Source: an optimization exercise on an open RTL-to-GDS flow (aim: small area, a short achievable clock period and few clock cycles per item). Production flows keep margins and buffers that such runs may drop.
Only simulation tests tie the RTL to the original design; equivalence was not proved.
No activity file was given, so power comes from the tool's default toggle rates.

==> flow/design.v <==
module lzss_dec (
    input  wire       clk,
    input  wire       rst,
    input  wire       in_valid,
    input  wire [7:0] in_data,
    input  wire       in_last,
    output wire       in_ready,
    output wire       out_valid,
    output wire [7:0] out_data,
    input  wire       out_ready,
    output wire       done
);
    reg  [31:0]   bb;         
    reg  [5:0]    bcnt;       
    reg           tok_ok;     
    reg           last_seen;  
    reg           in_rdy;
    reg           done_r;
    reg           a_v;        
    reg           a_lit;
    reg           a_last;     
    reg  [7:0]    a_byte;     
    reg  [3:0]    a_cnt;      
    reg  [8:0]    a_pos;      
    reg           a_fix;      
    reg           a_d1;       
    reg  [31:0]   a_hsel;     
    reg           b_v;
    reg           b_lit;
    reg  [7:0]    b_byte;
    reg           b_d1;
    reg  [3:0]    b_lo;
    reg  [127:0]  b_blk;      
    reg  [4095:0] win;        
    reg           ov, sv;
    reg           go;         
    reg  [7:0]    od;
    wire emit   = go;
    wire b_free = !(b_v && sv);
    wire issue  = a_v && b_free;
    wire a_done = issue && a_last;
    wire a_free = !a_v || a_done;
    wire b_v_n  = (b_v && sv) || issue;
    wire [7:0] blk_byte = b_blk[{b_lo, 3'b000} +: 8];
    wire [7:0] ebyte    = b_lit ? b_byte : (b_d1 ? win[7:0] : blk_byte);
    wire       top    = bb[31];
    wire       a_load = tok_ok && a_free;
    wire       ld_lit = a_load && top;
    wire       ld_ref = a_load && !top;
    wire [8:0] t_idx  = bb[30:22];
    wire [8:0] t_idx1 = t_idx - 9'd1;
    wire [3:0] t_cnt  = bb[21:18];
    wire [8:0] a_pos1 = a_pos - 9'd1;
    wire   take_in = in_valid && in_rdy;
    wire [31:0] ins    = {in_data, 24'd0} >> bcnt;
    wire [31:0] imask  = {8'hFF, 24'd0} >> bcnt;
    wire [31:0] bb_w   = (bb & ~imask) | ins;
    wire [31:0] bb_nw  = ld_lit ? {bb_w[22:0], 9'd0}
                       : ld_ref ? {bb_w[17:0], 14'd0} : bb_w;
    wire [31:0] bb_nn  = ld_lit ? {bb[22:0], 9'd0}
                       : ld_ref ? {bb[17:0], 14'd0} : bb;
    wire [31:0] bb_n   = take_in ? bb_nw : bb_nn;
    wire [5:0]  bc_p8  = bcnt + 6'd8;
    wire [5:0]  bc_m1  = bcnt - 6'd1;
    wire [5:0]  bc_m6  = bcnt - 6'd6;
    wire [5:0]  bc_m9  = bcnt - 6'd9;
    wire [5:0]  bc_m14 = bcnt - 6'd14;
    wire [5:0]  bcnt_n = take_in ? (ld_lit ? bc_m1 : ld_ref ? bc_m6 : bc_p8)
                                 : (ld_lit ? bc_m9 : ld_ref ? bc_m14 : bcnt);
    wire        room_n = a_load || (take_in ? (bcnt <= 6'd16) : (bcnt <= 6'd24));
    wire stall  = ov && !out_ready;
    wire sv_n   = stall && (sv || emit);
    wire ov_n   = stall || sv || emit;
    wire fin = last_seen && !tok_ok && !a_v && !b_v && !sv && (!ov || out_ready);
    wire last_n = !fin && (last_seen || (take_in && in_last));
    assign in_ready  = in_rdy;
    assign done      = done_r;
    assign out_valid = ov;
    assign out_data  = od;
    reg  [127:0] blk_rd;
    integer h;
    always @(*) begin
        blk_rd = 128'd0;
        for (h = 0; h < 32; h = h + 1)
            blk_rd = blk_rd | (win[h*128 +: 128] & {128{a_hsel[h]}});
    end
    always @(posedge clk) begin
        if (rst) begin
            bcnt      <= 6'd0;
            tok_ok    <= 1'b0;
            last_seen <= 1'b0;
            in_rdy    <= 1'b1;
            done_r    <= 1'b0;
            a_v       <= 1'b0;
            b_v       <= 1'b0;
            ov        <= 1'b0;
            sv        <= 1'b0;
            go        <= 1'b0;
        end else begin
            bb        <= bb_n;
            bcnt      <= fin ? 6'd0 : bcnt_n;
            tok_ok    <= !fin && (bcnt_n >= 6'd9) && (bb_n[31] || bcnt_n >= 6'd14);
            last_seen <= last_n;
            in_rdy    <= !last_n && (fin || room_n);
            done_r    <= fin;
            if (a_load) begin
                a_v    <= 1'b1;
                a_lit  <= top;
                a_last <= top || (t_cnt == 4'd0);
                a_byte <= bb[30:23];
                a_cnt  <= t_cnt;
                a_d1   <= (t_idx == 9'd0);
                a_pos  <= b_v_n ? t_idx1 : t_idx;
                a_fix  <= !b_v_n;
            end else if (issue) begin
                a_cnt  <= a_cnt - 4'd1;
                a_last <= (a_cnt == 4'd1);
                if (a_fix)
                    a_pos <= a_pos1;
                a_fix  <= 1'b0;
                if (a_done)
                    a_v <= 1'b0;
            end
            b_v <= b_v_n;
            sv  <= sv_n;
            ov  <= ov_n;
            go  <= b_v_n && !sv_n;
        end
    end
    always @(posedge clk) begin
        if (a_load)
            a_hsel <= b_v_n ? 32'd1 << t_idx1[8:4] : 32'd1 << t_idx[8:4];
        else
            a_hsel <= (issue && a_fix) ? 32'd1 << a_pos1[8:4] : 32'd1 << a_pos[8:4];
        if (issue) begin
            b_lit  <= a_lit;
            b_byte <= a_byte;
            b_d1   <= a_d1;
            b_lo   <= a_pos[3:0];
            b_blk  <= blk_rd;
        end
        if (emit)
            win <= {win[4087:0], ebyte};
        if (stall)
            od <= sv ? win[15:8] : win[7:0];
        else
            od <= sv ? win[7:0] : ebyte;
    end
endmodule
clock: 7.0 ns
lec_check: 0
abc_clock_period_in_ps: 3000
cap_margin: 20
core_margin: 2
core_utilization: 45
cts_cluster_diameter: 100
cts_cluster_size: 24
place_density: 0.78
setup_slack_margin: 4.0
slew_margin: 20
standard.sh (not shown) runs the stock make flow with config.mk's settings and CLKGATE_MAP_FILE= SYNTH_SCRIPT=/design/flow/synth_recipe.tcl, a recipe that flattens the netlist after the stock synthesis.
==> flow/flow/run.sh <==
#!/bin/bash
set -euo pipefail
export BUFFER_PORTS_ARGS="-buffer_cell sky130_fd_sc_hd__buf_2"
bash standard.sh > standard_make.log 2>&1
Testbench counts at the start, summed over its fixed seeds: cycles 78,269, items 77,597.
Rerun with:
--- a/flow/config.mk
+++ b/flow/config.mk
@@ -10,6 +10,5 @@
 export CORE_MARGIN = 2
-export CORE_UTILIZATION = 45
+export CORE_UTILIZATION = 40
 export CTS_CLUSTER_DIAMETER = 100
 export CTS_CLUSTER_SIZE = 24
-export PLACE_DENSITY = 0.78
 export SETUP_SLACK_MARGIN = 4.0
Register-to-register slack is better by 0.06 ns.
Design area rises by 0.47%.
Sequential share of layout area falls by 0.36 points.
Setup slack is better by 0.063 ns.
Synthesized area is unchanged.
Clock power hardly moves.
Power rises by 0.71%.
Global-route usage falls by 1.3 points.
Count of clock-buffer cells in the layout falls by 21.

-- afterwards: timing with drivers on the ports --
In the flow no input, the clock included, has a driving cell. The finished layouts below were timed again as built, in two steps. Step 1: set_driving_cell puts a clkbuf_16 on clk and a buf_2 on each other input, an assumption about the parent block. Step 2 times the ports against the registers' clock, not the clock port: input delays grow and output delays shrink by t, the midpoint of the rising clock arrivals with the driver on. Slacks: no drivers / after step 1 / after step 2; pairs: no drivers / after step 1.
| run | t (ns) | slack for setup (ns) | worst setup path after step 2 | worst register clock-pin slew, ns |
|---|---|---|---|---|
| the first run | 1.014 | 3.934 / 3.917 / 3.418 | input to register | 0.10 / 0.10 |
| the second run | 1.018 | 3.998 / 3.944 / 3.455 | input to register | 0.10 / 0.10 |
After both steps setup and hold are still met in every run listed. The setup slack of the second run, which loses most, moves by -0.054 ns with the drivers and by -0.543 ns with both steps.
